Source: an optimization exercise on an open RTL-to-GDS flow (aim: small area, a short achievable clock period and few clock cycles). Production flows keep margins and buffers that such runs may drop. At most, simulation tests tie the RTL to the original design; equivalence was not proved. Only the layout flow was run in runs 1 to 3; the RTL was not checked for function there.

===== flow/design.v =====
module vpe_stripe_solver (
  input             clk,
  input             rst_n,
  input             start,
  input             cfg_scheme,      
  input      [3:0]  cfg_ngroups,     
  input      [47:0] cfg_gsize,       
  input      [63:0] fail_data,       
  input      [7:0]  fail_lp,         
  input             fail_gp,         
  output            busy,
  output            done,
  output     [1:0]  cls_rollup,
  output     [15:0] cls_group,       
  output     [1:0]  cls_gp,
  output            rd_valid,
  output     [5:0]  rd_slot,
  input             rd_ready,
  input      [31:0] rd_data,
  output            out_valid,
  output     [5:0]  out_slot,
  output     [31:0] out_data,
  input             out_ready
);
  localparam [1:0] C_OK = 2'd0, C_REC = 2'd1, C_DL = 2'd2;
  localparam [4:0] S_IDLE  = 5'd0,  S_DONE  = 5'd1,  S_ANA0 = 5'd2,  S_ANA  = 5'd3,
                   S_PLAN  = 5'd4,  S_TGP   = 5'd5,  S_LJT  = 5'd6,  S_HT   = 5'd7,
                   S_TLOW  = 5'd8,  S_LJA   = 5'd9,  S_HA   = 5'd10, S_TUP  = 5'd11,
                   S_SOLVE = 5'd12, S_EMI   = 5'd13, S_EMJ  = 5'd14, S_LJL  = 5'd15,
                   S_LPJ   = 5'd16, S_EMLPT = 5'd17, S_GPE  = 5'd18, S_END  = 5'd19, S_DISP = 5'd20;
  function automatic [31:0] mul2w(input [31:0] w);    
    integer b;
    begin
      for (b = 0; b < 4; b = b + 1)
        mul2w[8*b +: 8] = {w[8*b +: 7], 1'b0} ^ (w[8*b+7] ? 8'h1d : 8'h00);
    end
  endfunction
  function automatic [31:0] div2w(input [31:0] w);    
    integer b;
    begin
      for (b = 0; b < 4; b = b + 1)
        div2w[8*b +: 8] = {w[8*b], w[8*b+1 +: 7] ^ (w[8*b] ? 7'h0e : 7'h00)};
    end
  endfunction
  function automatic [7:0] ctab(input [5:0] d);
    case (d)
      6'd0: ctab = 8'h00;
      6'd1: ctab = 8'hf4;
      6'd2: ctab = 8'ha7;
      6'd3: ctab = 8'h9d;
      6'd4: ctab = 8'h72;
      6'd5: ctab = 8'hed;
      6'd6: ctab = 8'h5f;
      6'd7: ctab = 8'h54;
      6'd8: ctab = 8'ha0;
      6'd9: ctab = 8'ha9;
      6'd10: ctab = 8'hfb;
      6'd11: ctab = 8'h74;
      6'd12: ctab = 8'h85;
      6'd13: ctab = 8'he4;
      6'd14: ctab = 8'hc0;
      6'd15: ctab = 8'h8a;
      6'd16: ctab = 8'h67;
      6'd17: ctab = 8'hdc;
      6'd18: ctab = 8'h26;
      6'd19: ctab = 8'h63;
      6'd20: ctab = 8'hf2;
      6'd21: ctab = 8'he9;
      6'd22: ctab = 8'hb4;
      6'd23: ctab = 8'hd2;
      6'd24: ctab = 8'h02;
      6'd25: ctab = 8'h8e;
      6'd26: ctab = 8'hba;
      6'd27: ctab = 8'haa;
      6'd28: ctab = 8'hde;
      6'd29: ctab = 8'h89;
      6'd30: ctab = 8'h57;
      6'd31: ctab = 8'h59;
      6'd32: ctab = 8'hac;
      6'd33: ctab = 8'h2c;
      6'd34: ctab = 8'h93;
      6'd35: ctab = 8'h09;
      6'd36: ctab = 8'h60;
      6'd37: ctab = 8'h1e;
      6'd38: ctab = 8'hbc;
      6'd39: ctab = 8'ha4;
      6'd40: ctab = 8'hb3;
      6'd41: ctab = 8'h43;
      6'd42: ctab = 8'heb;
      6'd43: ctab = 8'hda;
      6'd44: ctab = 8'h6a;
      6'd45: ctab = 8'h12;
      6'd46: ctab = 8'hc7;
      6'd47: ctab = 8'h39;
      6'd48: ctab = 8'h04;
      6'd49: ctab = 8'h69;
      6'd50: ctab = 8'h47;
      6'd51: ctab = 8'h98;
      6'd52: ctab = 8'h3e;
      6'd53: ctab = 8'hd0;
      6'd54: ctab = 8'h23;
      6'd55: ctab = 8'h82;
      6'd56: ctab = 8'h97;
      6'd57: ctab = 8'h7b;
      6'd58: ctab = 8'h52;
      6'd59: ctab = 8'hf6;
      6'd60: ctab = 8'hc5;
      6'd61: ctab = 8'h2f;
      6'd62: ctab = 8'h91;
      6'd63: ctab = 8'h1c;
      default: ctab = 8'h00;
    endcase
  endfunction
  reg  [4:0]  st;
  reg         scheme;
  reg  [3:0]  ng;
  reg  [5:0]  E [0:7];         
  reg  [63:0] fd;
  reg  [7:0]  flp;
  reg         fgp;
  reg  [1:0]  cnt [0:7];       
  reg  [6:0]  p;               
  reg  [5:0]  fa;              
  reg         fav;
  reg  [7:0]  r_loc, r_lpe, r_rec, r_dl;
  reg  [2:0]  r_t;
  reg         r_modeT, r_modeG, r_tc;
  reg  [5:0]  r_gpslot;
  reg  [2:0]  g;               
  reg  [5:0]  s;               
  reg  [5:0]  send;            
  reg  [5:0]  pslot;           
  reg         first;           
  reg         lpv;             
  reg  [5:0]  fslot;           
  reg  [5:0]  ireg, jreg;      
  reg         seenj;
  reg  [2:0]  bcnt;
  reg  [31:0] A, T, P, V;
  reg         ovalid;
  reg  [5:0]  oslot;
  integer k;
  reg  [7:0]  gvalid, nle0, pok, loc_m, lpr_m, tgt_m, dl_m, rec_m;
  reg  [1:0]  gcls [0:7];
  reg  [2:0]  t;
  reg         modeT, modeG, tc, any_dl, any_rec;
  reg  [1:0]  qcls, rollup;
  reg  [15:0] cls_group_r;
  always @* begin
    for (k = 0; k < 8; k = k + 1) begin
      gvalid[k] = (k < ng);
      nle0[k]   = (cnt[k] == 2'd0) || (cnt[k] == 2'd1 && !flp[k]);
      pok[k]    = !(flp[k] && cnt[k] != 2'd0);
    end
    for (k = 0; k < 8; k = k + 1) begin : cl
      reg det, oth;
      if (!scheme) begin
        oth = ((~nle0 & ~(8'd1 << k)) == 8'd0);
        det = nle0[k] ||
              (((cnt[k] == 2'd1 && flp[k]) || (cnt[k] == 2'd2 && !flp[k])) && !fgp && oth);
      end else begin
        oth = ((~pok & ~(8'd1 << k)) == 8'd0);
        det = (!flp[k] && cnt[k] <= 2'd1) || (flp[k] && cnt[k] == 2'd0) ||
              (flp[k] && cnt[k] == 2'd1 && !fgp && oth);
      end
      if (!gvalid[k] || (cnt[k] == 2'd0 && !flp[k])) gcls[k] = C_OK;
      else if (det)                                  gcls[k] = C_REC;
      else                                           gcls[k] = C_DL;
      rec_m[k] = (gcls[k] == C_REC);
      dl_m[k]  = (gcls[k] == C_DL);
      loc_m[k] = rec_m[k] && cnt[k] == 2'd1 && !flp[k];
      lpr_m[k] = rec_m[k] && cnt[k] == 2'd0 && flp[k];
      tgt_m[k] = rec_m[k] && !loc_m[k] && !lpr_m[k];
      cls_group_r[2*k +: 2] = gcls[k];
    end
    t = 3'd0;
    for (k = 0; k < 8; k = k + 1)
      if (tgt_m[k]) t = k[2:0];
    modeT  = |tgt_m;
    tc     = !flp[t];              
    any_dl = |dl_m;
    any_rec = |rec_m;
    qcls   = !fgp ? C_OK : any_dl ? C_DL : C_REC;
    modeG  = fgp && !any_dl;
    rollup = (any_dl || qcls == C_DL) ? C_DL : (any_rec || qcls == C_REC) ? C_REC : C_OK;
  end
  wire [7:0] lpe_m = lpr_m | (tgt_m & flp);    
  function automatic [3:0] ffs8(input [7:0] m);    
    integer i;
    begin
      ffs8 = 4'd0;
      for (i = 7; i >= 0; i = i - 1)
        if (m[i]) ffs8 = {1'b1, i[2:0]};
    end
  endfunction
  function automatic [7:0] ge_mask(input [3:0] x);    
    ge_mask = 8'hff << x;
  endfunction
  wire [5:0] ndata  = E[7];
  wire [5:0] gpslot = r_gpslot;
  wire [2:0] ngm1   = ng[2:0] - 3'd1;
  reg  [4:0] nx_st;
  reg  [2:0] nx_g;
  always @* begin : nxt
    reg [3:0] lf, pf;
    reg       to_loc, to_lp;
    reg [3:0] lfrom, pfrom;
    nx_st  = S_END;
    nx_g   = g;
    to_loc = 1'b0;
    to_lp  = 1'b0;
    lfrom  = 4'd0;
    pfrom  = 4'd0;
    case (st)
      S_DISP:  begin to_loc = 1'b1; lfrom = 4'd0; end
      S_TGP:   if (r_t == 3'd0) begin nx_st = S_TLOW; nx_g = r_t; end
               else begin nx_st = r_loc[0] ? S_LJT : S_HT; nx_g = 3'd0; end
      S_LJT:   nx_st = S_HT;
      S_HT:    if (g + 3'd1 == r_t) begin nx_st = S_TLOW; nx_g = r_t; end
               else begin nx_g = g + 3'd1; nx_st = r_loc[g + 3'd1] ? S_LJT : S_HT; end
      S_TLOW:  if (r_t == ngm1) begin nx_st = S_TUP; nx_g = r_t; end
               else begin nx_g = ngm1; nx_st = (!scheme && r_loc[ngm1]) ? S_LJA : S_HA; end
      S_LJA:   nx_st = S_HA;
      S_HA:    if (r_modeT && g - 3'd1 == r_t) begin nx_st = S_TUP; nx_g = r_t; end
               else if (!r_modeT && g == 3'd0) nx_st = S_GPE;
               else begin nx_g = g - 3'd1; nx_st = (!scheme && r_loc[g - 3'd1]) ? S_LJA : S_HA; end
      S_TUP:   nx_st = r_tc ? S_SOLVE : S_EMI;
      S_SOLVE: nx_st = S_EMI;
      S_EMI:   if (r_tc) nx_st = S_EMJ;
               else begin to_loc = 1'b1; lfrom = {1'b0, r_t} + 4'd1; end
      S_EMJ:   begin to_loc = 1'b1; lfrom = {1'b0, r_t} + 4'd1; end
      S_LJL:   begin to_loc = 1'b1; lfrom = {1'b0, g} + 4'd1; end
      S_LPJ, S_EMLPT: begin to_lp = 1'b1; pfrom = {1'b0, g} + 4'd1; end
      default: nx_st = S_END;
    endcase
    lf = ffs8(r_loc & ge_mask(lfrom));
    if (to_loc) begin
      if (lf[3]) begin nx_st = S_LJL; nx_g = lf[2:0]; end
      else begin to_lp = 1'b1; pfrom = 4'd0; end
    end
    pf = ffs8(r_lpe & ge_mask(pfrom));
    if (to_lp) begin
      if (pf[3]) begin
        nx_g  = pf[2:0];
        nx_st = (r_modeT && pf[2:0] == r_t) ? S_EMLPT : S_LPJ;
      end else if (r_modeG) begin
        nx_g  = ngm1;
        nx_st = (!scheme && r_loc[ngm1]) ? S_LJA : S_HA;
      end else
        nx_st = S_END;
    end
  end
  wire       nx_desc  = (nx_st == S_HA) || (nx_st == S_TUP);
  wire [5:0] nx_start = (nx_g == 3'd0) ? 6'd0 : E[nx_g - 3'd1];
  wire [5:0] nx_endm1 = E[nx_g] - 6'd1;
  wire [5:0] nx_s     = nx_desc ? nx_endm1 : nx_start;
  wire [5:0] nx_send  = nx_desc ? nx_start : nx_endm1;
  wire [5:0] nx_pslot = (nx_st == S_TGP || nx_st == S_GPE) ? gpslot : ndata + {3'd0, nx_g};
  wire       entering_a = (nx_st == S_LJA || nx_st == S_HA || nx_st == S_TUP) &&
                          !(st == S_LJA || st == S_HA);
  wire [63:0] amask = fd & ~((64'd1 << p) - 64'd1);
  reg  [5:0]  af;
  always @* begin : ana
    integer i;
    af = 6'd0;
    for (i = 63; i >= 0; i = i - 1)
      if (amask[i]) af = i[5:0];
  end
  reg [2:0] agrp;
  always @* begin : agr
    integer i;
    agrp = 3'd0;
    for (i = 0; i < 7; i = i + 1)
      if (E[i] <= fa) agrp = agrp + 3'd1;
  end
  wire cf      = fd[s];           
  wire st_lj   = (st == S_LJT) || (st == S_LJA) || (st == S_LJL);
  wire st_h    = (st == S_HT) || (st == S_HA);
  wire rd_en   = st_lj || (st == S_LPJ) || (st == S_TGP) ||
                 (st_h && (lpv || !cf)) ||
                 (st == S_TLOW && !cf) ||
                 (st == S_TUP && (!cf || (r_tc && !seenj)));
  wire rsel    = (st_lj && cf) || (st == S_TGP) || (st_h && lpv) || (st == S_TUP && cf);
  wire stall   = ovalid && !out_ready;
  wire adv     = !stall && (!rd_en || rd_ready);
  reg vend;
  always @* begin
    case (st)
      S_LJT, S_LJA, S_LJL, S_LPJ: vend = (s == send);
      S_HT, S_HA:                 vend = lpv || (s == send);
      S_TLOW:                     vend = cf;
      S_TUP:                      vend = cf && (!r_tc || seenj);
      S_SOLVE:                    vend = (bcnt == 3'd0);
      default:                    vend = 1'b1;
    endcase
  end
  wire [31:0] p_base = first ? 32'd0 : P;
  wire [31:0] pn     = p_base ^ rd_data;
  wire [31:0] hx     = (lpv || !cf) ? rd_data : P;         
  wire [31:0] th     = T ^ hx;
  wire [31:0] tnext  = scheme ? th : div2w(th);
  wire [31:0] amul   = scheme ? A : mul2w(A);
  wire [7:0]  cval   = ctab(jreg - ireg);
  wire [31:0] rsol   = A ^ T ^ P ^ V;
  reg [5:0] s_step;
  always @* s_step = (st == S_HA || st == S_TUP) ? s - 6'd1 : s + 6'd1;
  always @(posedge clk) begin
    if (!rst_n) begin
      st     <= S_IDLE;
      ovalid <= 1'b0;
    end else begin
      if (ovalid && out_ready) ovalid <= 1'b0;
      case (st)
        S_IDLE, S_DONE: begin
          st <= S_IDLE;
          if (start) begin
            scheme <= cfg_scheme;
            ng     <= cfg_ngroups;
            for (k = 0; k < 8; k = k + 1) begin
              E[k]   <= cfg_gsize[6*k +: 6];
              cnt[k] <= 2'd0;
            end
            fd     <= fail_data;
            flp    <= fail_lp;
            fgp    <= fail_gp;
            p      <= 7'd0;
            r_rec  <= 8'd0;
            r_dl   <= 8'd0;
            st     <= S_ANA0;
          end
        end
        S_ANA0: begin : a0
          reg [5:0] acc;
          acc = 6'd0;
          for (k = 0; k < 8; k = k + 1) begin
            acc  = acc + E[k];
            E[k] <= acc;
          end
          p   <= {1'b0, af} + 7'd1;      
          fa  <= af;
          if (fd != 64'd0)             st <= S_ANA;
          else if (flp != 8'd0 || fgp) st <= S_PLAN;
          else                         st <= S_DONE;
        end
        S_ANA: begin
          if (cnt[agrp] != 2'd3) cnt[agrp] <= cnt[agrp] + 2'd1;
          p  <= {1'b0, af} + 7'd1;
          fa <= af;
          if (amask == 64'd0) st <= S_PLAN;
        end
        S_PLAN: begin
          r_loc    <= loc_m;
          r_lpe    <= lpe_m;
          r_rec    <= rec_m;
          r_dl     <= dl_m;
          r_t      <= t;
          r_modeT  <= modeT;
          r_modeG  <= modeG;
          r_tc     <= tc;
          r_gpslot <= E[7] + {2'd0, ng};
          if (modeT) begin
            st    <= S_TGP;
            pslot <= E[7] + {2'd0, ng};
          end else if (loc_m != 8'd0 || lpe_m != 8'd0 || modeG)
            st <= S_DISP;
          else
            st <= S_DONE;
        end
        S_END: begin
          if (!stall) st <= S_DONE;
        end
        default: begin
          if (adv) begin
            case (st)
              S_LJT, S_LJA, S_LJL, S_LPJ: begin
                P <= pn;
                if (cf) fslot <= s;
                if (vend && st != S_LJA) begin
                  V      <= pn;
                  ovalid <= 1'b1;
                  oslot  <= (st == S_LPJ) ? pslot : cf ? s : fslot;
                end
              end
              S_TGP: T <= rd_data;
              S_HT:  T <= tnext;
              S_HA:  A <= amul ^ hx;
              S_TLOW: begin
                if (!cf) begin
                  T <= tnext;
                  P <= pn;
                end else begin
                  ireg <= s;
                  V    <= p_base;
                end
              end
              S_TUP: begin
                if (!cf) begin
                  A <= amul ^ rd_data;
                  P <= pn;
                end else if (r_tc && !seenj) begin
                  A     <= amul;
                  P     <= pn;
                  jreg  <= s;
                  seenj <= 1'b1;
                end else begin
                  A    <= amul;
                  P    <= p_base;
                  ireg <= s;
                end
              end
              S_SOLVE: begin
                if (bcnt == 3'd7) begin
                  A <= rsol;
                  T <= cval[7] ? rsol : 32'd0;
                end else
                  T <= mul2w(T) ^ (cval[bcnt] ? A : 32'd0);
                bcnt <= bcnt - 3'd1;
              end
              S_EMI: begin
                ovalid <= 1'b1;
                oslot  <= ireg;
                if (r_tc) V <= T ^ P ^ V;
                else begin
                  V <= A ^ T;
                  A <= A ^ T ^ P ^ V;
                end
              end
              S_EMJ: begin
                ovalid <= 1'b1;
                oslot  <= jreg;
                V      <= T;
              end
              S_EMLPT, S_GPE: begin
                ovalid <= 1'b1;
                oslot  <= pslot;
                V      <= A;
              end
              default: ;
            endcase
            first <= 1'b0;
            if (vend) begin
              st    <= nx_st;
              g     <= nx_g;
              s     <= nx_s;
              send  <= nx_send;
              pslot <= nx_pslot;
              lpv   <= scheme && !flp[nx_g];
              first <= 1'b1;
              seenj <= 1'b0;
              bcnt  <= 3'd7;
              if (entering_a) A <= 32'd0;
            end else
              s  <= s_step;
          end
        end
      endcase
    end
  end
  assign busy       = !(st == S_IDLE || st == S_DONE);
  assign done       = (st == S_DONE);
  assign rd_valid   = rd_en;
  assign rd_slot    = rsel ? pslot : s;
  assign out_valid  = ovalid;
  assign out_slot   = oslot;
  assign out_data   = V;
  wire       o_dl  = |r_dl;
  wire [1:0] o_q   = !fgp ? C_OK : o_dl ? C_DL : C_REC;
  genvar gi;
  generate for (gi = 0; gi < 8; gi = gi + 1) begin : og
    assign cls_group[2*gi +: 2] = {r_dl[gi], r_rec[gi]};
  end endgenerate
  assign cls_gp     = o_q;
  assign cls_rollup = (o_dl || o_q == C_DL) ? C_DL : (|r_rec || o_q == C_REC) ? C_REC : C_OK;
endmodule

===== flow/run.sh =====
#!/bin/bash
# synth_recipe.tcl (not shown) runs the flow's synth.tcl, then flattens the netlist and writes it again
# the make line also repeats each setting of config.mk as NAME=value (left out here)
make -C /OpenROAD-flow-scripts/flow DESIGN_CONFIG=/design/flow/config.mk WORK_HOME=/design/flow/orfs CLKGATE_MAP_FILE= SYNTH_SCRIPT=/design/flow/synth_recipe.tcl finish

===== flow/config.mk =====
export PLATFORM = sky130hd
export DESIGN_NAME = vpe_stripe_solver
export DESIGN_NICKNAME = vpe_stripe_solver
export VERILOG_FILES = /design/flow/design.v
export SDC_FILE = /design/flow/constraint.sdc
export NUM_CORES = 4
export LEC_CHECK = 0
export CAP_MARGIN = 20
export CORE_MARGIN = 2
export CORE_UTILIZATION = 40
export SLEW_MARGIN = 20

===== flow/constraint.sdc =====
create_clock -name core_clock -period 14.0 [get_ports {clk}]
set_input_delay 2.8000 -clock core_clock [delete_from_list [all_inputs] [get_ports {clk}]]
set_output_delay 2.8000 -clock core_clock [all_outputs]
set_load 0.01 [all_outputs]

==> results.yml, run 1 <==
status:
  outcome: "finished clean"
grt:
  first_global_vias: 29800
  grt_pass1_wl_mm: 185
  groute.usage.overall: 0.276
  grt_antenna_before_repair: 1
  grt_start_max_net_pins: 81
  grt_overflow_total: 0
clock_tree:
  clk_root_buffer_cell: "sky130_fd_sc_hd__clkbuf_16"
  cts-buffers-inserted: 47
  clk_latency_ns: 0.63
  post_cts_resized: 0
  cts_hold_repair.buffers: 0
  clk_pin_slew_worst_paths_ns: 0.06
  cts_max_level: 2
  cts_tree: "done"
  cts_max_path_buffers: 3
  cts.sink_count: 384
  post_cts_buffers: 0
sta:
  worst_slew_pin_slew_ns: 1.13
  finalSetupViolCount: 0
  grt_setup_unrepaired: "no"
  finalHoldViolCount: 0
  finalClockSkew_ns: 0.0503
  slew_headroom: 0.239
  finalWorstPathRequiredPeriod_ns: 8.42
  timing_max_transition_violations_final: 0
  timing.final.crit_share: 0.602
  timing.setup.tns_ns: 0
  final_hold_slack_ns: 0.570
  max_freq_mhz: 119
route:
  top_layer_used: "met4"
  drc: 0
  met3RoutedLength_mm: 10.6
  route.met2.wl_mm: 54.9
  via_count: 31500
  totalWireLength_mm: 123
  via_density_per_instance: 6.12
  wl_met1_mm: 51.8
  drt_first_pass_iters: 6
  antenna_violating_nets_post_route: 0
  post_drt_wl_per_cell_microns: 23.8
  drt_first_iter_violations: 3283
finish:
  utilization: 0.460
  combined_area_of_the_multi_input_logic_cells_sq_um: 20900
  final_nets: 4275
  syn_to_final_growth_pct: 13.8
  sequential_cell_area_sq_um: 11500
  filler_cells: 8049
  share_of_final_layout_standard_cells_stronger_than_drive_strength_1: 0.0653
floorplan:
  site_rows: 106
  boundary_pin_count: 231
  area_of_the_die_sq_um: 86800
  vert_die_dim_microns: 295
  start_util: 0.404
  core_sq_um: 83700
  die-width_microns: 295
critical_path:
  critical_path.most_common_cell: "sky130_fd_sc_hd__buf_4"
  critical_path_class: "flop to output pin"
  crit_required_ns: 11.20
  worst-r2r-setup-slack_ns: 7.05
  timing.critical_path.cells: "buf_4 > mux4_2 > mux4_2 > mux2i_1 > mux2_2 > buf_4 > or2_2 > buf_4 > o21ai_0 > o2111ai_1 > clkdlybuf4s50_1"
  r2r.worst_path.cells: 17
  timing.critical_path.slowest_stage_cell: "sky130_fd_sc_hd__clkdlybuf4s50_1"
  worst_setup_path_end_kind: "output pin"
  cp_num_cells: 11
  worstPathArrival_ns: 5.62
  slowest_stage_delay_cp_ns: 0.68
  critical_path.top_delay_family: "buffers and inverters"
  worstSetupStartpointType: "flop"
  timing.critical_path.fanout_max: 44
  timing.critical_path.buf_inv: 4
logic_synthesis:
  synth_flop_cell: "sky130_fd_sc_hd__edfxtp_1"
  synth_sequential_area_ratio: 0.339
  synth_seq_cells: 384
  synth_area_leaders: "sky130_fd_sc_hd__edfxtp_1, sky130_fd_sc_hd__xnor2_1, sky130_fd_sc_hd__nand2_1, sky130_fd_sc_hd__o21ai_0, sky130_fd_sc_hd__ha_1"
  synth.yosys.warnings: 3
  synth_largest_type_area_fraction: 0.336
  yosys.cell_types.count: 97
  yosys-top-cells-count: "sky130_fd_sc_hd__nand2_1, sky130_fd_sc_hd__edfxtp_1, sky130_fd_sc_hd__o21ai_0"
  average_size_of_a_mapped_cell_sq_um: 8.63
  net_count_after_synthesis: 4213
  synth_cells: 3918
  syn-cell-area_sq_um: 33800
  yosys.area.top_type: "sky130_fd_sc_hd__edfxtp_1"
  synth.most_common_cell: "sky130_fd_sc_hd__nand2_1"
  async_reset_ff_frac: 0
  synth_enable_flop_cells: 378
hold_path:
  worstHoldPathType: "flop to flop"
  hold_depth: 1
placed_design:
  place_congestion: 0.978
  dpl.hpwl_mm: 85.1
  io_buffers: 230
run:
  timing.max_cap.violations: 0
==> metal layers <==
metal	vias to the layer above	GRT usage
met5	-	0
met3	305	0.0407
met1	15100	0.378
met2	1623	0.434
li1	14500	-
met4	0	0.120
==> area by class of cell <==
class,instances,share of cell area
clock buffer,62,0.0320
antenna,2,0.000130
multi-input combinational,3132,0.542
timing repair buffer,293,0.0721
sequential,384,0.298
clock inverter,22,0.00654
inverter,122,0.0119
tap,1134,0.0369
==> cell families (layout without fill, tap and decap cells) <==
kind of cell    count (synthesis)  after routing  share of synthesized area
compound gates               1087           1087                      0.205
mux                           164            164                     0.0637
xor+xnor                      435            435                      0.113
simple gates                 1311           1311                      0.180
flops                         384            384                      0.339
buf+inv                       402            499                     0.0464
fa+ha+maj                     135            135                     0.0522
other cells                     0              2                          0
==> flip-flops by register name, indices dropped and copies added (netlist names), 7 cells and up <==
signal and count:
r_lpe 8, fd 64, r_dl 8, P 32, E 48, p 7, T 32, A 32
r_loc 8, cnt 16, flp 8, r_rec 8, V 32
==> worst register-to-register path, cell delays in order, from the launching register on <==
cell and delay [ns]:
sky130_fd_sc_hd__edfxtp_1 0.45, sky130_fd_sc_hd__buf_4 0.45, sky130_fd_sc_hd__mux4_2 0.34, sky130_fd_sc_hd__mux4_2 0.31, sky130_fd_sc_hd__mux2i_1 0.09, sky130_fd_sc_hd__mux2_2 0.28
sky130_fd_sc_hd__buf_4 0.32, sky130_fd_sc_hd__or2_2 0.45, sky130_fd_sc_hd__buf_4 0.37, sky130_fd_sc_hd__o21ai_0 0.26, sky130_fd_sc_hd__o2111ai_1 0.39, sky130_fd_sc_hd__a21oi_1 0.37
sky130_fd_sc_hd__nand3_1 0.40, sky130_fd_sc_hd__inv_2 0.12, sky130_fd_sc_hd__buf_4 0.59, sky130_fd_sc_hd__nand2_1 0.29, sky130_fd_sc_hd__a31oi_4 0.61, sky130_fd_sc_hd__buf_4 0.49
==> placed cells by master (no fill, tap or decap), drive strengths merged, types with 30 or more instances in the layout <==
| cell type | n |
|---|---|
| mux2i | 92 |
| clkdlybuf4s50 | 230 |
| nand2b | 62 |
| buf | 63 |
| a21o | 31 |
| o221ai | 34 |
| o22ai | 30 |
| nor4 | 39 |
| and2 | 34 |
| ha | 121 |
| nor2 | 323 |
| nand3 | 106 |
| mux2 | 35 |
| a21oi | 278 |
| nor2b | 47 |
| a31oi | 35 |
| o211ai | 47 |
| inv | 120 |
| o21ai | 335 |
| clkbuf | 62 |
| nand2 | 501 |
| xor2 | 158 |
| xnor2 | 276 |
| mux4 | 37 |
| a221oi | 48 |
| edfxtp | 378 |
| nor3 | 61 |
==> worst paths after layout <==
| path | startpoint | end |
|---|---|---|
| worst max-delay path | s[0] | rd_valid |
| worst min-delay path | fslot[0] | fslot[0] |
| worst max register to register | s[0] | P[13] |
| worst min register to register | fslot[0] | fslot[0] |
==> through the flow <==
step                      cells  instance area (sq um)  setup WS, ns
after floorplan            3918                  33800          7.60
after global placement     5065                  37000          6.36
after detailed placement   5065                  37000          6.28
after CTS                  5149                  38500          5.60
after global routing       5149                  38500          5.44
final                      5151                  38500          5.58
==> run 2: changes to the inputs <==
--- a/flow/config.mk
+++ b/flow/config.mk
@@ -7,2 +7,3 @@
 export LEC_CHECK = 0
+export ABC_CLOCK_PERIOD_IN_PS = 4000
 export CAP_MARGIN = 20
@@ -10,2 +11,3 @@
 export CORE_UTILIZATION = 40
+export SETUP_SLACK_MARGIN = 5
 export SLEW_MARGIN = 20
==> run 2 against run 1 <==
Still clean; via count did not move; maximum frequency did not move; non-clock buffer count did not move; synthesized area did not move; routed wire length did not move; synthesized cell count did not move; core utilization did not move; first-iteration DRC count did not move; critical endpoint unchanged; highest routed layer unchanged.
==> results.yml, run 2 <==
status:
  outcome: "finished clean"
critical_path:
  crit_required_ns: 11.20
  worstPathArrival_ns: 5.62
  worst-r2r-setup-slack_ns: 7.05
  timing.critical_path.fanout_max: 44
  worst_setup_path_end_kind: "output pin"
  critical_path_class: "flop to output pin"
  worstSetupStartpointType: "flop"
finish:
  combined_area_of_the_multi_input_logic_cells_sq_um: 20900
  final_cells: 5151
  largest_register_ffs: 64
  largest_registers: "fd x64, E x48"
  final_nets: 4275
  largest-register: "fd"
  syn_to_final_growth_pct: 13.8
  sequential_cell_area_sq_um: 11500
  most_common_library_cell_in_the_layout_ignoring_fill_and_taps: "sky130_fd_sc_hd__nand2_1"
  filler_cells: 8049
  final_cell_mix: "sky130_fd_sc_hd__nand2_1, sky130_fd_sc_hd__edfxtp_1, sky130_fd_sc_hd__o21ai_0"
  share_of_final_layout_standard_cells_stronger_than_drive_strength_1: 0.0653
sta:
  max_freq_mhz: 119
  finalHoldViolCount: 0
  finalSetupViolCount: 0
  grt_setup_unrepaired: "no"
  timing.setup.tns_ns: 0
  final_hold_slack_ns: 0.570
  worst_slew_pin_slew_ns: 1.13
  finalWorstPathRequiredPeriod_ns: 8.42
  finalClockSkew_ns: 0.0503
  slew_headroom: 0.239
  timing.final.crit_share: 0.602
  timing_max_transition_violations_final: 0
logic_synthesis:
  synth.yosys.warnings: 3
  synth-adder-area-share: 0.0522
  synth_seq_cells: 384
  synth.most_common_cell: "sky130_fd_sc_hd__nand2_1"
  average_size_of_a_mapped_cell_sq_um: 8.63
  synth_cells: 3918
  net_count_after_synthesis: 4213
  yosys.area_share.xor_xnor: 0.113
  yosys.cell_types.count: 97
  synth_flop_cell: "sky130_fd_sc_hd__edfxtp_1"
  synth-compound-area-share: 0.205
  synth_largest_type_area_fraction: 0.336
  yosys.area.top_type: "sky130_fd_sc_hd__edfxtp_1"
  dominant_combinational_cell_family_by_area_after_synthesis: "compound AO/OA/AOI/OAI gates"
  synth_sequential_area_ratio: 0.339
  async_reset_ff_frac: 0
  yosys-top-cells-count: "sky130_fd_sc_hd__nand2_1, sky130_fd_sc_hd__edfxtp_1, sky130_fd_sc_hd__o21ai_0"
  synth_enable_flop_cells: 378
  synth_area_leaders: "sky130_fd_sc_hd__edfxtp_1, sky130_fd_sc_hd__xnor2_1, sky130_fd_sc_hd__nand2_1, sky130_fd_sc_hd__o21ai_0, sky130_fd_sc_hd__ha_1"
  syn-cell-area_sq_um: 33800
  synth_simple_gate_area_share: 0.180
  yosys-mux-area-fraction: 0.0637
grt:
  use_met3: 0.0407
  groute.usage.overall: 0.276
  grt-busiest-layer: "met2"
  grt_pass1_wl_mm: 185
  first_global_vias: 29800
  grt_overflow_total: 0
  grt_antenna_before_repair: 1
  grt_start_max_net_pins: 81
  groute.layer.met1.usage: 0.378
  grt.met2_usage: 0.434
route:
  drt_first_iter_violations: 3283
  post_drt_wl_per_cell_microns: 23.8
  drc: 0
  drt_first_pass_iters: 6
  antenna_violating_nets_post_route: 0
  via_count: 31500
  totalWireLength_mm: 123
  via_density_per_instance: 6.12
floorplan:
  site_rows: 106
  die-width_microns: 295
  core_sq_um: 83700
  start_util: 0.404
  boundary_pin_count: 231
  area_of_the_die_sq_um: 86800
  vert_die_dim_microns: 295
placed_design:
  place_congestion: 0.978
  io_buffers: 230
  placed_cells_incl_taps: 5065
  dpl.hpwl_mm: 85.1
run:
  timing.max_cap.violations: 0
clock_tree:
  clk_pin_slew_worst_paths_ns: 0.06
  cts.sink_count: 384
  cts_max_path_buffers: 3
  clk_root_buffer_cell: "sky130_fd_sc_hd__clkbuf_16"
  cts_max_level: 2
  clk_latency_ns: 0.63
  cts-buffers-inserted: 47
  cts_tree: "done"
  post_cts_buffers: 0
  post_cts_resized: 0
  cts_hold_repair.buffers: 0
hold_path:
  worstHoldPathType: "flop to flop"
[run 2: cell counts after synthesis]
No cell type changed its count.
[run 2: path summary, 6_finish.rpt]
kind | from | to | cells past startpoint
worst max register to register | s[0] | P[13] | 17
worst max-delay path | s[0] | rd_valid | 11
worst min register to register | fslot[0] | fslot[0] | 1
worst min-delay path | fslot[0] | fslot[0] | 1
[run 2: layer usage]
layer / share of wire / up-vias
li1: - / 14500
met1: 0.42 / 15100
met2: 0.45 / 1623
met3: 0.087 / 305
met4: 0.044 / 0
met5: 0 / -
[run 2: cell families after synthesis]
kind of cell    after synthesis
compound gates             1087
fa+ha+maj                   135
flops                       384
mux                         164
buf+inv                     402
xor+xnor                    435
simple gates               1311
[run 2: area by class of cell]
type                            instances  area share
Timing Repair Buffer                  293      0.0721
Clock buffer                           62      0.0320
Clock inverter                         22     0.00654
Sequential cell                       384       0.298
Tap cell                             1134      0.0369
Multi-Input combinational cell       3132       0.542
Inverter                              122      0.0119
Antenna cell                            2    0.000130
[run 2: critical path, cell delays in order (launching register included)]
cell and delay [ns]:
sky130_fd_sc_hd__edfxtp_1 0.45, sky130_fd_sc_hd__buf_4 0.45, sky130_fd_sc_hd__mux4_2 0.58, sky130_fd_sc_hd__mux4_2 0.54, sky130_fd_sc_hd__mux2i_1 0.16, sky130_fd_sc_hd__mux2_2 0.17, sky130_fd_sc_hd__buf_4 0.55, sky130_fd_sc_hd__or2_2 0.24
sky130_fd_sc_hd__buf_4 0.60, sky130_fd_sc_hd__o21ai_0 0.17, sky130_fd_sc_hd__o2111ai_1 0.32, sky130_fd_sc_hd__clkdlybuf4s50_1 0.68
[run 2: per-stage QoR]
step                      setup WS, ns  area, sq um   util
after global routing              5.44        38500  0.460
after global placement            6.36        37000  0.442
after floorplan                   7.60        33800      -
after CTS                         5.60        38500  0.460
after detailed placement          6.28        37000  0.442
final                             5.58        38500  0.460
==> run 3: changes to the inputs <==
--- a/flow/design.v
+++ b/flow/design.v
@@ -137,2 +137,4 @@
   reg         seenj;
+  reg         cf_r;            
+  reg         fj, xlp;         
   reg  [2:0]  bcnt;
@@ -278,7 +280,7 @@
   wire st_h    = (st == S_HT) || (st == S_HA);
-  wire rd_en   = st_lj || (st == S_LPJ) || (st == S_TGP) ||
-                 (st_h && (lpv || !cf)) ||
-                 (st == S_TLOW && !cf) ||
-                 (st == S_TUP && (!cf || (r_tc && !seenj)));
-  wire rsel    = (st_lj && cf) || (st == S_TGP) || (st_h && lpv) || (st == S_TUP && cf);
+  wire rd_en   = st_lj || (st == S_LPJ) || (st == S_TGP) || st_h ||
+                 (st == S_TLOW) || (st == S_TUP);
+  wire rsel    = (st_lj && (xlp || (!first && cf_r))) || (st == S_TGP) || (st_h && lpv) ||
+                 (st == S_TUP && !first && cf_r && r_tc && seenj);
+  wire fj_eff  = fj || (first && cf);
   wire stall   = ovalid && !out_ready;
@@ -288,3 +290,4 @@
     case (st)
-      S_LJT, S_LJA, S_LJL, S_LPJ: vend = (s == send);
+      S_LJT, S_LJA, S_LJL:        vend = xlp || (s == send && !fj_eff);
+      S_LPJ:                      vend = (s == send);
       S_HT, S_HA:                 vend = lpv || (s == send);
@@ -375,4 +378,9 @@
               S_LJT, S_LJA, S_LJL, S_LPJ: begin
-                P <= pn;
-                if (cf) fslot <= s;
+                if (!xlp && first && cf) begin
+                  P  <= 32'd0;               
+                  fj <= 1'b1;
+                end else
+                  P <= pn;
+                if (!xlp && cf) fslot <= s;
+                if (st != S_LPJ && s == send && fj_eff) xlp <= 1'b1;
                 if (vend && st != S_LJA) begin
@@ -380,3 +388,3 @@
                   ovalid <= 1'b1;
-                  oslot  <= (st == S_LPJ) ? pslot : cf ? s : fslot;
+                  oslot  <= (st == S_LPJ) ? pslot : (cf && !xlp) ? s : fslot;
                 end
@@ -401,3 +409,3 @@
                   A     <= amul;
-                  P     <= pn;
+                  P     <= p_base;
                   jreg  <= s;
@@ -406,3 +414,3 @@
                   A    <= amul;
-                  P    <= p_base;
+                  P    <= r_tc ? pn : p_base;    
                   ireg <= s;
@@ -449,6 +457,10 @@
               seenj <= 1'b0;
+              fj    <= 1'b0;
+              xlp   <= 1'b0;
               bcnt  <= 3'd7;
               if (entering_a) A <= 32'd0;
-            end else
-              s  <= s_step;
+            end else if (!(st_lj && s == send)) begin
+              s    <= s_step;
+              cf_r <= fd[s_step];
+            end
           end
--- a/flow/config.mk
+++ b/flow/config.mk
@@ -7,3 +7,2 @@
 export LEC_CHECK = 0
-export ABC_CLOCK_PERIOD_IN_PS = 4000
 export CAP_MARGIN = 20
@@ -11,3 +10,2 @@
 export CORE_UTILIZATION = 40
-export SETUP_SLACK_MARGIN = 5
 export SLEW_MARGIN = 20
==> run 3 against run 2 <==
Critical path type is now flop to flop; non-clock buffer count increased by 7; maximum frequency increased by 19%; synthesized cell count decreased by 1.3%; critical path depth increased by 18; routed wire length increased by 4.2%; still clean on timing, DRC and antenna.
==> results.yml, run 3 <==
status:
  outcome: "finished clean"
floorplan:
  core_sq_um: 85000
  vert_die_dim_microns: 297
  start_util: 0.403
  boundary_pin_count: 231
  die-width_microns: 297
  site_rows: 107
  area_of_the_die_sq_um: 88000
critical_path:
  critical_path.most_common_cell: "sky130_fd_sc_hd__ha_1"
  worst_setup_path_end_kind: "flop"
  slowest_stage_delay_cp_ns: 0.56
  worstPathArrival_ns: 7.38
  timing.critical_path.fanout_max: 8
  timing.critical_path.slowest_stage_cell: "sky130_fd_sc_hd__xnor2_1"
  crit_required_ns: 14.28
  worstSetupStartpointType: "flop"
  critical_path_class: "flop to flop"
finish:
  most_common_library_cell_in_the_layout_ignoring_fill_and_taps: "sky130_fd_sc_hd__nand2_1"
  share_of_final_layout_standard_cells_stronger_than_drive_strength_1: 0.0841
  utilization: 0.459
  largest-register: "fd"
  filler_cells: 8266
  largest_registers: "fd x64, E x48"
  largest_register_ffs: 64
  syn_to_final_growth_pct: 14.0
  final_cell_mix: "sky130_fd_sc_hd__nand2_1, sky130_fd_sc_hd__edfxtp_1, sky130_fd_sc_hd__nor2_1"
  final_nets: 4235
placed_design:
  dpl.hpwl_mm: 89.1
  dpl_worst_slack_ns: 7.00
  io_buffers: 230
  place_congestion: 0.957
route:
  totalWireLength_mm: 128
  drt_first_pass_iters: 6
  drc: 0
  via_density_per_instance: 6.25
  drt_first_iter_violations: 3852
  via_count: 32000
  post_drt_wl_per_cell_microns: 25.0
  antenna_violating_nets_post_route: 0
logic_synthesis:
  synth_largest_type_area_fraction: 0.334
  syn-cell-area_sq_um: 34300
  synth_flop_cell: "sky130_fd_sc_hd__edfxtp_1"
  yosys.area_share.xor_xnor: 0.0968
  synth-compound-area-share: 0.216
  synth_enable_flop_cells: 381
  yosys.area.top_type: "sky130_fd_sc_hd__edfxtp_1"
  average_size_of_a_mapped_cell_sq_um: 8.86
  synth_seq_cells: 387
  yosys-mux-area-fraction: 0.0811
  synth_simple_gate_area_share: 0.169
  net_count_after_synthesis: 4162
  yosys.cell_types.count: 110
  yosys-top-cells-count: "sky130_fd_sc_hd__nand2_1, sky130_fd_sc_hd__edfxtp_1, sky130_fd_sc_hd__nor2_1"
  synth_sequential_area_ratio: 0.338
  async_reset_ff_frac: 0
  synth_cells: 3868
  synth.yosys.warnings: 3
  dominant_combinational_cell_family_by_area_after_synthesis: "compound AO/OA/AOI/OAI gates"
  synth_area_leaders: "sky130_fd_sc_hd__edfxtp_1, sky130_fd_sc_hd__xnor2_1, sky130_fd_sc_hd__nand2_1, sky130_fd_sc_hd__ha_1, sky130_fd_sc_hd__a21oi_1"
  synth-adder-area-share: 0.0506
  synth.most_common_cell: "sky130_fd_sc_hd__nand2_1"
sta:
  timing.setup.tns_ns: 0
  worst_slew_pin_slew_ns: 1.14
  finalSetupViolCount: 0
  timing_max_transition_violations_final: 0
  finalWorstPathRequiredPeriod_ns: 7.10
  finalHoldViolCount: 0
  finalWorstSetupSlack_ns: 6.90
  grt_setup_unrepaired: "no"
  slew_headroom: 0.232
  max_freq_mhz: 141
  finalClockSkew_ns: 0.0471
  timing.final.crit_share: 0.507
clock_tree:
  cts-buffers-inserted: 48
  cts_tree: "done"
  cts_max_level: 2
  cts_max_path_buffers: 3
  post_cts_resized: 0
  post_cts_buffers: 0
  clk_pin_slew_worst_paths_ns: 0.06
  clk_latency_ns: 0.65
  cts.sink_count: 387
  clk_root_buffer_cell: "sky130_fd_sc_hd__clkbuf_16"
  cts_hold_repair.buffers: 0
grt:
  groute.usage.overall: 0.285
  grt_pass1_wl_mm: 191
  grt_overflow_total: 0
  grt_antenna_before_repair: 3
  first_global_vias: 30500
  grt_start_max_net_pins: 65
hold_path:
  worstHoldPathType: "flop to flop"
run:
  timing.max_cap.violations: 0
-- run 3: path summary, 6_finish.rpt --
kind | depth (start not counted) | endpoint | slack [ns] | from
setup / recovery | 29 | cnt[2][1] | 6.90 | fa[1]
hold / removal | 2 | fslot[4] | 0.55 | fslot[4]
setup reg to reg | 29 | cnt[2][1] | 6.90 | fa[1]
hold reg to reg | 2 | fslot[4] | 0.55 | fslot[4]
-- run 3: critical path, delay by kind of cell (launching register included) --
family / cells / cell delay [ns]
mux: 5 / 1.17
flops: 1 / 0.35
fa+ha+maj: 7 / 1.86
xor+xnor: 4 / 1.04
simple gates: 6 / 0.99
buf+inv: 2 / 0.31
compound gates: 5 / 1.00
-- run 3: cell families after synthesis --
| family | after synthesis |
|---|---|
| and+or+nand+nor | 1223 |
| AOI/OAI and AO/OA | 1130 |
| xor gates and xnor gates | 377 |
| buffers and inverters | 419 |
| DFF | 387 |
| muxes | 200 |
| adders and majority gates | 132 |
-- run 3: final cells by class --
class / instances / area [sq um] / share of cell area
diodes: 3 / 7.51 / 0.000192
repair buffers: 300 / 2830 / 0.0724
flip-flops and latches: 387 / 11600 / 0.296
clock inverters: 24 / 300 / 0.00769
inverters: 142 / 537 / 0.0138
multi-input cells: 3062 / 21100 / 0.541
well taps: 1144 / 1430 / 0.0367
clock buffers: 57 / 1230 / 0.0316
-- run 3: layer usage --
metal,track usage,part of all wire,vias to the layer above
met3,0.0433,0.085,342
li1,-,-,14600
met1,0.376,0.41,15400
met2,0.464,0.46,1649
met5,0,0.00010,-
met4,0.122,0.047,2
-- run 3: stage by stage --
step	hold slack [ns]	area [sq um]	cells
2_1_floorplan	0.439	34300	3868
3_3_place_gp	0.531	37500	5035
3_5_place_dp	0.538	37500	5035
4_1_cts	0.555	39000	5116
5_1_grt	0.581	39000	5117
6_report	0.551	39000	5119
==> run 4: changes to the inputs <==
--- a/flow/design.v
+++ b/flow/design.v
@@ -29,3 +29,3 @@
                    S_SOLVE = 5'd12, S_EMI   = 5'd13, S_EMJ  = 5'd14, S_LJL  = 5'd15,
-                   S_LPJ   = 5'd16, S_EMLPT = 5'd17, S_GPE  = 5'd18, S_END  = 5'd19, S_DISP = 5'd20;
+                   S_LPJ   = 5'd16, S_EMLPT = 5'd17, S_GPE  = 5'd18, S_END  = 5'd19;
   function automatic [31:0] mul2w(input [31:0] w);    
@@ -122,8 +122,2 @@
   reg  [6:0]  p;               
-  reg  [5:0]  fa;              
-  reg         fav;
-  reg  [7:0]  r_loc, r_lpe, r_rec, r_dl;
-  reg  [2:0]  r_t;
-  reg         r_modeT, r_modeG, r_tc;
-  reg  [5:0]  r_gpslot;
   reg  [2:0]  g;               
@@ -132,2 +126,3 @@
   reg  [5:0]  pslot;           
+  reg         cf;              
   reg         first;           
@@ -137,4 +132,2 @@
   reg         seenj;
-  reg         cf_r;            
-  reg         fj, xlp;         
   reg  [2:0]  bcnt;
@@ -201,3 +194,3 @@
   wire [5:0] ndata  = E[7];
-  wire [5:0] gpslot = r_gpslot;
+  wire [5:0] gpslot = E[7] + {2'd0, ng};
   wire [2:0] ngm1   = ng[2:0] - 3'd1;
@@ -216,19 +209,20 @@
     case (st)
-      S_DISP:  begin to_loc = 1'b1; lfrom = 4'd0; end
-      S_TGP:   if (r_t == 3'd0) begin nx_st = S_TLOW; nx_g = r_t; end
-               else begin nx_st = r_loc[0] ? S_LJT : S_HT; nx_g = 3'd0; end
+      S_PLAN:  if (modeT) nx_st = S_TGP;
+               else begin to_loc = 1'b1; lfrom = 4'd0; end
+      S_TGP:   if (t == 3'd0) begin nx_st = S_TLOW; nx_g = t; end
+               else begin nx_st = loc_m[0] ? S_LJT : S_HT; nx_g = 3'd0; end
       S_LJT:   nx_st = S_HT;
-      S_HT:    if (g + 3'd1 == r_t) begin nx_st = S_TLOW; nx_g = r_t; end
-               else begin nx_g = g + 3'd1; nx_st = r_loc[g + 3'd1] ? S_LJT : S_HT; end
-      S_TLOW:  if (r_t == ngm1) begin nx_st = S_TUP; nx_g = r_t; end
-               else begin nx_g = ngm1; nx_st = (!scheme && r_loc[ngm1]) ? S_LJA : S_HA; end
+      S_HT:    if (g + 3'd1 == t) begin nx_st = S_TLOW; nx_g = t; end
+               else begin nx_g = g + 3'd1; nx_st = loc_m[g + 3'd1] ? S_LJT : S_HT; end
+      S_TLOW:  if (t == ngm1) begin nx_st = S_TUP; nx_g = t; end
+               else begin nx_g = ngm1; nx_st = (!scheme && loc_m[ngm1]) ? S_LJA : S_HA; end
       S_LJA:   nx_st = S_HA;
-      S_HA:    if (r_modeT && g - 3'd1 == r_t) begin nx_st = S_TUP; nx_g = r_t; end
-               else if (!r_modeT && g == 3'd0) nx_st = S_GPE;
-               else begin nx_g = g - 3'd1; nx_st = (!scheme && r_loc[g - 3'd1]) ? S_LJA : S_HA; end
-      S_TUP:   nx_st = r_tc ? S_SOLVE : S_EMI;
+      S_HA:    if (modeT && g - 3'd1 == t) begin nx_st = S_TUP; nx_g = t; end
+               else if (!modeT && g == 3'd0) nx_st = S_GPE;
+               else begin nx_g = g - 3'd1; nx_st = (!scheme && loc_m[g - 3'd1]) ? S_LJA : S_HA; end
+      S_TUP:   nx_st = tc ? S_SOLVE : S_EMI;
       S_SOLVE: nx_st = S_EMI;
-      S_EMI:   if (r_tc) nx_st = S_EMJ;
-               else begin to_loc = 1'b1; lfrom = {1'b0, r_t} + 4'd1; end
-      S_EMJ:   begin to_loc = 1'b1; lfrom = {1'b0, r_t} + 4'd1; end
+      S_EMI:   if (tc) nx_st = S_EMJ;
+               else begin to_loc = 1'b1; lfrom = {1'b0, t} + 4'd1; end
+      S_EMJ:   begin to_loc = 1'b1; lfrom = {1'b0, t} + 4'd1; end
       S_LJL:   begin to_loc = 1'b1; lfrom = {1'b0, g} + 4'd1; end
@@ -237,3 +231,3 @@
     endcase
-    lf = ffs8(r_loc & ge_mask(lfrom));
+    lf = ffs8(loc_m & ge_mask(lfrom));
     if (to_loc) begin
@@ -242,3 +236,3 @@
     end
-    pf = ffs8(r_lpe & ge_mask(pfrom));
+    pf = ffs8(lpe_m & ge_mask(pfrom));
     if (to_lp) begin
@@ -246,6 +240,6 @@
         nx_g  = pf[2:0];
-        nx_st = (r_modeT && pf[2:0] == r_t) ? S_EMLPT : S_LPJ;
-      end else if (r_modeG) begin
+        nx_st = (modeT && pf[2:0] == t) ? S_EMLPT : S_LPJ;
+      end else if (modeG) begin
         nx_g  = ngm1;
-        nx_st = (!scheme && r_loc[ngm1]) ? S_LJA : S_HA;
+        nx_st = (!scheme && loc_m[ngm1]) ? S_LJA : S_HA;
       end else
@@ -264,4 +258,6 @@
   reg  [5:0]  af;
+  reg         amulti;
   always @* begin : ana
     integer i;
+    reg seen;
     af = 6'd0;
@@ -269,2 +265,8 @@
       if (amask[i]) af = i[5:0];
+    seen   = 1'b0;
+    amulti = 1'b0;
+    for (i = 0; i < 64; i = i + 1) begin
+      if (amask[i] && seen) amulti = 1'b1;
+      if (amask[i]) seen = 1'b1;
+    end
   end
@@ -275,12 +277,11 @@
     for (i = 0; i < 7; i = i + 1)
-      if (E[i] <= fa) agrp = agrp + 3'd1;
+      if (E[i] <= af) agrp = agrp + 3'd1;
   end
-  wire cf      = fd[s];           
   wire st_lj   = (st == S_LJT) || (st == S_LJA) || (st == S_LJL);
   wire st_h    = (st == S_HT) || (st == S_HA);
-  wire rd_en   = st_lj || (st == S_LPJ) || (st == S_TGP) || st_h ||
-                 (st == S_TLOW) || (st == S_TUP);
-  wire rsel    = (st_lj && (xlp || (!first && cf_r))) || (st == S_TGP) || (st_h && lpv) ||
-                 (st == S_TUP && !first && cf_r && r_tc && seenj);
-  wire fj_eff  = fj || (first && cf);
+  wire rd_en   = st_lj || (st == S_LPJ) || (st == S_TGP) ||
+                 (st_h && (lpv || !cf)) ||
+                 (st == S_TLOW && !cf) ||
+                 (st == S_TUP && (!cf || (tc && !seenj)));
+  wire rsel    = (st_lj && cf) || (st == S_TGP) || (st_h && lpv) || (st == S_TUP && cf);
   wire stall   = ovalid && !out_ready;
@@ -290,7 +291,6 @@
     case (st)
-      S_LJT, S_LJA, S_LJL:        vend = xlp || (s == send && !fj_eff);
-      S_LPJ:                      vend = (s == send);
+      S_LJT, S_LJA, S_LJL, S_LPJ: vend = (s == send);
       S_HT, S_HA:                 vend = lpv || (s == send);
       S_TLOW:                     vend = cf;
-      S_TUP:                      vend = cf && (!r_tc || seenj);
+      S_TUP:                      vend = cf && (!tc || seenj);
       S_SOLVE:                    vend = (bcnt == 3'd0);
@@ -328,5 +328,2 @@
             fgp    <= fail_gp;
-            p      <= 7'd0;
-            r_rec  <= 8'd0;
-            r_dl   <= 8'd0;
             st     <= S_ANA0;
@@ -341,4 +338,3 @@
           end
-          p   <= {1'b0, af} + 7'd1;      
-          fa  <= af;
+          p  <= 7'd0;
           if (fd != 64'd0)             st <= S_ANA;
@@ -348,24 +344,7 @@
         S_ANA: begin
-          if (cnt[agrp] != 2'd3) cnt[agrp] <= cnt[agrp] + 2'd1;
-          p  <= {1'b0, af} + 7'd1;
-          fa <= af;
-          if (amask == 64'd0) st <= S_PLAN;
-        end
-        S_PLAN: begin
-          r_loc    <= loc_m;
-          r_lpe    <= lpe_m;
-          r_rec    <= rec_m;
-          r_dl     <= dl_m;
-          r_t      <= t;
-          r_modeT  <= modeT;
-          r_modeG  <= modeG;
-          r_tc     <= tc;
-          r_gpslot <= E[7] + {2'd0, ng};
-          if (modeT) begin
-            st    <= S_TGP;
-            pslot <= E[7] + {2'd0, ng};
-          end else if (loc_m != 8'd0 || lpe_m != 8'd0 || modeG)
-            st <= S_DISP;
-          else
-            st <= S_DONE;
+          if (amask != 64'd0) begin
+            if (cnt[agrp] != 2'd3) cnt[agrp] <= cnt[agrp] + 2'd1;
+            p <= {1'b0, af} + 7'd1;
+          end
+          if (!amulti) st <= S_PLAN;
         end
@@ -378,9 +357,4 @@
               S_LJT, S_LJA, S_LJL, S_LPJ: begin
-                if (!xlp && first && cf) begin
-                  P  <= 32'd0;               
-                  fj <= 1'b1;
-                end else
-                  P <= pn;
-                if (!xlp && cf) fslot <= s;
-                if (st != S_LPJ && s == send && fj_eff) xlp <= 1'b1;
+                P <= pn;
+                if (cf) fslot <= s;
                 if (vend && st != S_LJA) begin
@@ -388,3 +362,3 @@
                   ovalid <= 1'b1;
-                  oslot  <= (st == S_LPJ) ? pslot : (cf && !xlp) ? s : fslot;
+                  oslot  <= (st == S_LPJ) ? pslot : cf ? s : fslot;
                 end
@@ -407,5 +381,5 @@
                   P <= pn;
-                end else if (r_tc && !seenj) begin
+                end else if (tc && !seenj) begin
                   A     <= amul;
-                  P     <= p_base;
+                  P     <= pn;
                   jreg  <= s;
@@ -414,3 +388,3 @@
                   A    <= amul;
-                  P    <= r_tc ? pn : p_base;    
+                  P    <= p_base;
                   ireg <= s;
@@ -429,3 +403,3 @@
                 oslot  <= ireg;
-                if (r_tc) V <= T ^ P ^ V;
+                if (tc) V <= T ^ P ^ V;
                 else begin
@@ -448,4 +422,5 @@
             first <= 1'b0;
-            if (vend) begin
-              st    <= nx_st;
+            if (st == S_PLAN || vend) begin
+              if (nx_st == S_END && st == S_PLAN) st <= S_DONE;
+              else                                st <= nx_st;
               g     <= nx_g;
@@ -454,2 +429,3 @@
               pslot <= nx_pslot;
+              cf    <= fd[nx_s];
               lpv   <= scheme && !flp[nx_g];
@@ -457,9 +433,7 @@
               seenj <= 1'b0;
-              fj    <= 1'b0;
-              xlp   <= 1'b0;
               bcnt  <= 3'd7;
               if (entering_a) A <= 32'd0;
-            end else if (!(st_lj && s == send)) begin
-              s    <= s_step;
-              cf_r <= fd[s_step];
+            end else begin
+              s  <= s_step;
+              cf <= fd[s_step];
             end
@@ -477,10 +451,5 @@
   assign out_data   = V;
-  wire       o_dl  = |r_dl;
-  wire [1:0] o_q   = !fgp ? C_OK : o_dl ? C_DL : C_REC;
-  genvar gi;
-  generate for (gi = 0; gi < 8; gi = gi + 1) begin : og
-    assign cls_group[2*gi +: 2] = {r_dl[gi], r_rec[gi]};
-  end endgenerate
-  assign cls_gp     = o_q;
-  assign cls_rollup = (o_dl || o_q == C_DL) ? C_DL : (|r_rec || o_q == C_REC) ? C_REC : C_OK;
+  assign cls_rollup = rollup;
+  assign cls_group  = cls_group_r;
+  assign cls_gp     = qcls;
 endmodule
==> run 4 against run 3 <==
Critical path depth grew 26; sequential share of layout area shrank 2.6 points; largest cell class unchanged; worst setup slack lost 5.6 ns; clock skew shrank 0.029 ns; still clean; core utilization grew 0.30 points; first-iteration DRC count grew 3.6%; critical endpoint is now cnt[2][0].
==> results.yml, run 4 <==
finish:
  finalInstanceArea_sq_um: 37000
  share_of_final_layout_standard_cells_stronger_than_drive_strength_1: 0.0632
  syn_to_final_growth_pct: 14.8
  largest_register_ffs: 64
  final_cell_mix: "sky130_fd_sc_hd__nand2_1, sky130_fd_sc_hd__edfxtp_1, sky130_fd_sc_hd__a21oi_1"
  num_antenna_cells: 0
  most_common_library_cell_in_the_layout_ignoring_fill_and_taps: "sky130_fd_sc_hd__nand2_1"
  final_cells: 5096
  largest_registers: "fd x64, E x48"
  utilization: 0.462
  largest-register: "fd"
  final_nets: 4296
floorplan:
  die-width_microns: 288
  core_sq_um: 80200
  site_rows: 104
  boundary_pin_count: 231
  area_of_the_die_sq_um: 83000
  vert_die_dim_microns: 288
  start_util: 0.403
logic_synthesis:
  net_count_after_synthesis: 4218
  synth_largest_type_area_fraction: 0.306
  synth.most_common_cell: "sky130_fd_sc_hd__nand2_1"
  yosys.cell_types.count: 111
  synth.yosys.warnings: 3
  synth_seq_cells: 335
  synth_area_leaders: "sky130_fd_sc_hd__edfxtp_1, sky130_fd_sc_hd__xnor2_1, sky130_fd_sc_hd__nand2_1, sky130_fd_sc_hd__a21oi_1, sky130_fd_sc_hd__ha_1"
  yosys-top-cells-count: "sky130_fd_sc_hd__nand2_1, sky130_fd_sc_hd__a21oi_1, sky130_fd_sc_hd__edfxtp_1"
  yosys.area.top_type: "sky130_fd_sc_hd__edfxtp_1"
  synth_enable_flop_cells: 329
  syn-cell-area_sq_um: 32300
  synth_flop_cell: "sky130_fd_sc_hd__edfxtp_1"
  synth_sequential_area_ratio: 0.310
  average_size_of_a_mapped_cell_sq_um: 8.22
  async_reset_ff_frac: 0
  synth_cells: 3924
placed_design:
  io_buffers: 230
  dpl.hpwl_mm: 91.1
  place_area_sq_um: 35500
  dpl_worst_slack_ns: 1.55
  placed_cells_incl_taps: 5016
  place_congestion: 1.00
critical_path:
  worstPathArrival_ns: 12.97
  r2r.worst_path.cells: 55
  slowest_stage_delay_cp_ns: 0.61
  timing.critical_path.slowest_stage_cell: "sky130_fd_sc_hd__xnor2_1"
  crit_required_ns: 14.31
  critical_path_class: "flop to flop"
  timing.critical_path.fanout_max: 16
  worst_setup_path_end_kind: "flop"
  critical_path.most_common_cell: "sky130_fd_sc_hd__ha_1"
  worstSetupStartpointType: "flop"
clock_tree:
  cts_hold_repair.buffers: 0
  post_cts_buffers: 0
  clk_pin_slew_worst_paths_ns: 0.07
  cts_max_level: 2
  clk_root_buffer_cell: "sky130_fd_sc_hd__clkbuf_16"
  cts_max_path_buffers: 3
  post_cts_resized: 0
  clk_latency_ns: 0.61
  cts_tree: "done"
  cts-buffers-inserted: 44
  cts.sink_count: 335
route:
  drt_first_iter_violations: 3989
  antenna_violating_nets_post_route: 0
  drt_first_pass_iters: 6
  post_drt_wl_per_cell_microns: 25.1
  totalWireLength_mm: 128
  via_count: 32300
  via_density_per_instance: 6.33
  drc: 0
grt:
  grt_pass1_wl_mm: 190
  first_global_vias: 30100
  grt_start_max_net_pins: 65
  groute.usage.overall: 0.298
  grt_antenna_before_repair: 1
  grt_overflow_total: 0
sta:
  timing.final.crit_share: 0.904
  finalSetupViolCount: 0
  finalWorstPathRequiredPeriod_ns: 12.66
  worst_slew_pin_slew_ns: 1.07
  finalHoldViolCount: 0
  max_freq_mhz: 79.0
  final_hold_slack_ns: 0.548
  finalClockSkew_ns: 0.0176
  timing.setup.tns_ns: 0
  finalWorstSetupSlack_ns: 1.34
  timing_max_transition_violations_final: 0
  slew_headroom: 0.287
  grt_setup_unrepaired: "no"
hold_path:
  worstHoldPathType: "flop to flop"
  hold_depth: 2
status:
  outcome: "finished clean"
run:
  timing.max_cap.violations: 0
==> run 4: cell types whose count changed after synthesis, moves of 21 or more <==
cell / delta
sky130_fd_sc_hd__mux2_2: -26
sky130_fd_sc_hd__a21oi_1: +46
sky130_fd_sc_hd__edfxtp_1: -52
sky130_fd_sc_hd__xor2_1: -47
sky130_fd_sc_hd__clkbuf_1: +21
sky130_fd_sc_hd__mux2i_1: +21
sky130_fd_sc_hd__nand2_1: +60
sky130_fd_sc_hd__nor2b_1: +30
sky130_fd_sc_hd__mux4_2: -46
==> run 4: cell families after synthesis <==
group | count (synthesis) | share of synthesized area
flip-flops | 335 | 0.310
buffers and inverters | 417 | 0.0504
XOR/XNOR | 339 | 0.0920
multiplexers | 153 | 0.0531
AO/OA/AOI/OAI | 1216 | 0.247
AND/OR/NAND/NOR | 1325 | 0.192
adder cells (fa/ha/maj) | 139 | 0.0556
==> run 4: path summary, 6_finish.rpt <==
path	from	endpoint	slack [ns]
max	p[6]	cnt[2][0]	1.34
min	fslot[1]	fslot[1]	0.55
max reg2reg	p[6]	cnt[2][0]	1.34
min reg2reg	fslot[1]	fslot[1]	0.55
==> run 4: per-layer routing <==
layer / vias to the layer above / GRT usage / share of wire
met2: 1803 / 0.477 / 0.45
li1: 14700 / - / -
met3: 346 / 0.0459 / 0.090
met4: 0 / 0.123 / 0.046
met1: 15400 / 0.402 / 0.42
met5: - / 0 / 0
==> run 4: layout make-up <==
type,count,area (sq um)
inverters,141,533
well taps,1060,1330
multi-input cells,3172,20800
repair buffers,308,2900
fillers,7984,43100
clock buffers,53,1160
flip-flops and latches,335,10000
clock inverters,27,368
==> run 4: worst max-delay path, delay by kind of cell, from the launching register on <==
family | cells | cell delay [ns]
adder cells (fa/ha/maj) | 8 | 2.41
buffers and inverters | 4 | 0.66
XOR/XNOR | 3 | 1.07
AND/OR/NAND/NOR | 15 | 2.39
multiplexers | 3 | 0.84
flip-flops | 1 | 0.48
AO/OA/AOI/OAI | 22 | 4.50
Testbench counts of run 4, summed over its fixed seeds: cycles 59,038.

==> what the ideal ports hide <==
The flow's constraints put no driver on any port. The routed layouts listed below were extracted and timed again, unchanged, in two steps. Step 1 sets driving cells, clkbuf_16 on the clock port and buf_2 on the other inputs (assumed; they add their load-dependent delay and slew). Step 2 moves the port delays by t, midway between the first and last clock arrival at a register: inputs arrive t later, outputs are due t later. That takes back most of the time a late clock gives input paths. a / b / c = no drivers / after step 1 / after step 2; a / b = the first two.
| run | t (ns) | slack for setup (ns) | latest minus earliest clock arrival (ns) | worst slew at a driven data input, ns |
|---|---|---|---|---|
| run 1 | 0.667 | 5.576 / 5.512 / 6.179 | 0.051 / 0.052 | 0.11 |
| run 2 | 0.667 | 5.576 / 5.512 / 6.179 | 0.051 / 0.052 | 0.11 |
| run 3 | 0.696 | 6.904 / 6.904 / 6.904 | 0.047 / 0.047 | 0.13 |
| run 4 | 0.671 | 1.342 / 1.342 / 1.342 | 0.018 / 0.017 | 0.12 |
After both steps setup and hold are still met in every run listed.
